Context: an optimization exercise on an open-source flow, tuned for small area and few clock cycles. The choices shown serve that exercise and are no tape-out recipe. Only simulation tests tie the RTL to the original design; equivalence was not proved.

## v32
==> flow/design.v (excerpt) <==
module fat12_walker (
    input  wire        clk,
    input  wire        rst,            
    input  wire        cmd_valid,
    output wire        cmd_ready,
    input  wire [1:0]  cmd_op,         
    input  wire [15:0] cmd_arg,        
    input  wire        med_present,
    input  wire [20:0] med_size,
    output reg         med_re,
    output reg  [20:0] med_addr,
    input  wire [7:0]  med_rdata,      
    output reg         out_valid,
    input  wire        out_ready,
    output reg  [20:0] out_cluster,
    output reg  [20:0] out_offset,
    output reg         done,
    output reg         done_ok,
    output reg  [31:0] done_count,
    output reg  [31:0] done_total
);
For scale: about 2700 cells after synthesis, roughly 270 flip-flops, ~180 I/O pins, ~25000 um^2 of cells after synthesis.
clock: 20.0 ns
lec_check: 0
cap_margin: 20
core_margin: 2
core_utilization: 40
cts_cluster_diameter: 100
cts_cluster_size: 20
slew_margin: 20
run.sh (not shown) runs the stock make flow with config.mk's settings and CLKGATE_MAP_FILE= SYNTH_SCRIPT=/design/flow/synth_recipe.tcl, a recipe that flattens the netlist after the stock synthesis.
Testbench counts of v32, summed over its fixed seeds: cycles 72,439.
Input-level comparison between v51 and v32:
- changing SLEW_MARGIN from 20 to 0
- changing CAP_MARGIN from 20 to 0
==> run summary <==
- Timing, DRC, antenna: 0 failures across v51 and v32
- As far as total global routing track utilization is concerned, v32 and v51 perform about the same.
- Diff v32..v51 | routed wire length | negligible
- Between v32 and v51, the final core utilization does not differ in any meaningful way.
- Delta (v51 minus v32): cell area after synthesis now sits at about the same level; number of synthesized register bits flat.
> inputs changed (v51 -> v44)
- CAP_MARGIN now 20, was 0
- SLEW_MARGIN now 20, was 0
- CORE_UTILIZATION now 55, was 40
==> run summary <==
In v44, the met1 usage in global routing came out 11 points above the value in v51. For clock transition at the registers of the reported paths, v44 and v51 come out practically identical.
Input-level comparison between v31 and v44:
- CORE_UTILIZATION: 55 -> 50
v31 ran to completion and came out clean on the timing, design-rule and antenna checks. Layout-stage area growth over the synthesis result is lower on v44. Going from v44 to v31, clock-pin transition on the worst setup and hold timing paths level; relative area of non-clock buffer cells in the final design neither gained nor lost much; hold slack has increased. First-pass iteration count of the detailed router: v31 and v44 compared, lower one is v44. Lower aggregate routed wire length was reported by v44, not v31. Taking v44 as the reference point, the sum of routed wire segments on met1 of v31 rises by 9.0%. v31: least setup slack across all paths after layout is 0.20 ns lower than what v44 reported.


fat12_walker, a different RTL version from the one above (not shown whole).
Size: roughly 2,800 cells after synthesis, roughly 270 flip-flops, about 180 I/O pins.
export LEC_CHECK = 0
export CAP_MARGIN = 20
export CORE_MARGIN = 2
export CORE_UTILIZATION = 40
export CTS_CLUSTER_DIAMETER = 100
export CTS_CLUSTER_SIZE = 24
export SLEW_MARGIN = 20
create_clock -name core_clock -period 20.0 [get_ports {clk}]
Testbench counts at the start, summed over its fixed seeds: cycles 73,816.
Rerun with:
--- a/flow/config.mk
+++ b/flow/config.mk
@@ -9,5 +9,3 @@
 export CORE_MARGIN = 2
 export CORE_UTILIZATION = 40
-export CTS_CLUSTER_DIAMETER = 100
-export CTS_CLUSTER_SIZE = 24
 export SLEW_MARGIN = 20
=> Final area goes up by about 1.8%. Worst setup slack got worse by 18 ps. Worst hold slack is worse by 6.1 ps. Non-clock buffer count stays the same. Cell count is higher by 0.87%. Via count grows by 0.45%. Clock skew came out lower by 12 ps. Global-route usage climbs by 0.26 points.
Rerun with:
--- a/flow/config.mk
+++ b/flow/config.mk
@@ -9,3 +9,6 @@
 export CORE_MARGIN = 2
 export CORE_UTILIZATION = 40
+export CTS_CLUSTER_DIAMETER = 100
+export CTS_CLUSTER_SIZE = 20
+export GPL_TIMING_DRIVEN = 0
 export SLEW_MARGIN = 20
Result:
- The changed run produced a clean layout
- core utilization grows by 0.17 points
- clock skew grows by 19 ps
- die area does not change
Rerun with:
--- a/flow/config.mk
+++ b/flow/config.mk
@@ -11,4 +11,3 @@
 export CTS_CLUSTER_DIAMETER = 100
 export CTS_CLUSTER_SIZE = 20
-export GPL_TIMING_DRIVEN = 0
 export SLEW_MARGIN = 20
Outcome: Wire length goes down by about 8%. Worst setup slack improved by 290 ps. Register-to-register slack improves by 290 ps. Worst hold slack is worse by 31 ps. Cell area fell by 2.2%. Area after synthesis stays the same. Cell count drops by 3.8%. Clock-buffer cell count goes down by 6. Flip-flop and latch count is unchanged.

==> static timing again, ports no longer ideal <==
Ports are ideal in the flow. The routed layouts listed here were re-timed in OpenROAD.
Step 1: set_driving_cell puts a clkbuf_16 on clk and a buf_2 on each other input, an assumption about the parent block.
Step 2, shift: input delay + t, output delay - t, t = (earliest + latest rising clock arrival at the registers) / 2. This alone moves slack from input paths to output paths.
Slacks: ideal ports / drivers / drivers and shift; pairs: ideal ports / drivers.
run	t (ns)	setup slack, ns	worst setup path at the end
v32	0.632	0.804 / 0.804 / 0.804	register to register
v51	0.628	0.747 / 0.747 / 0.747	register to register
v44	0.598	0.721 / 0.721 / 0.721	register to register
v31	0.619	0.520 / 0.520 / 0.520	register to register
the first run of note 2	0.636	1.010 / 1.010 / 1.010	register to register
the second run of note 2	0.631	0.991 / 0.991 / 0.991	register to register
the third run of note 2	0.643	0.705 / 0.705 / 0.705	register to register
the fourth run of note 2	0.638	0.995 / 0.995 / 0.995	register to register
After both steps setup and hold are still met in every run listed.
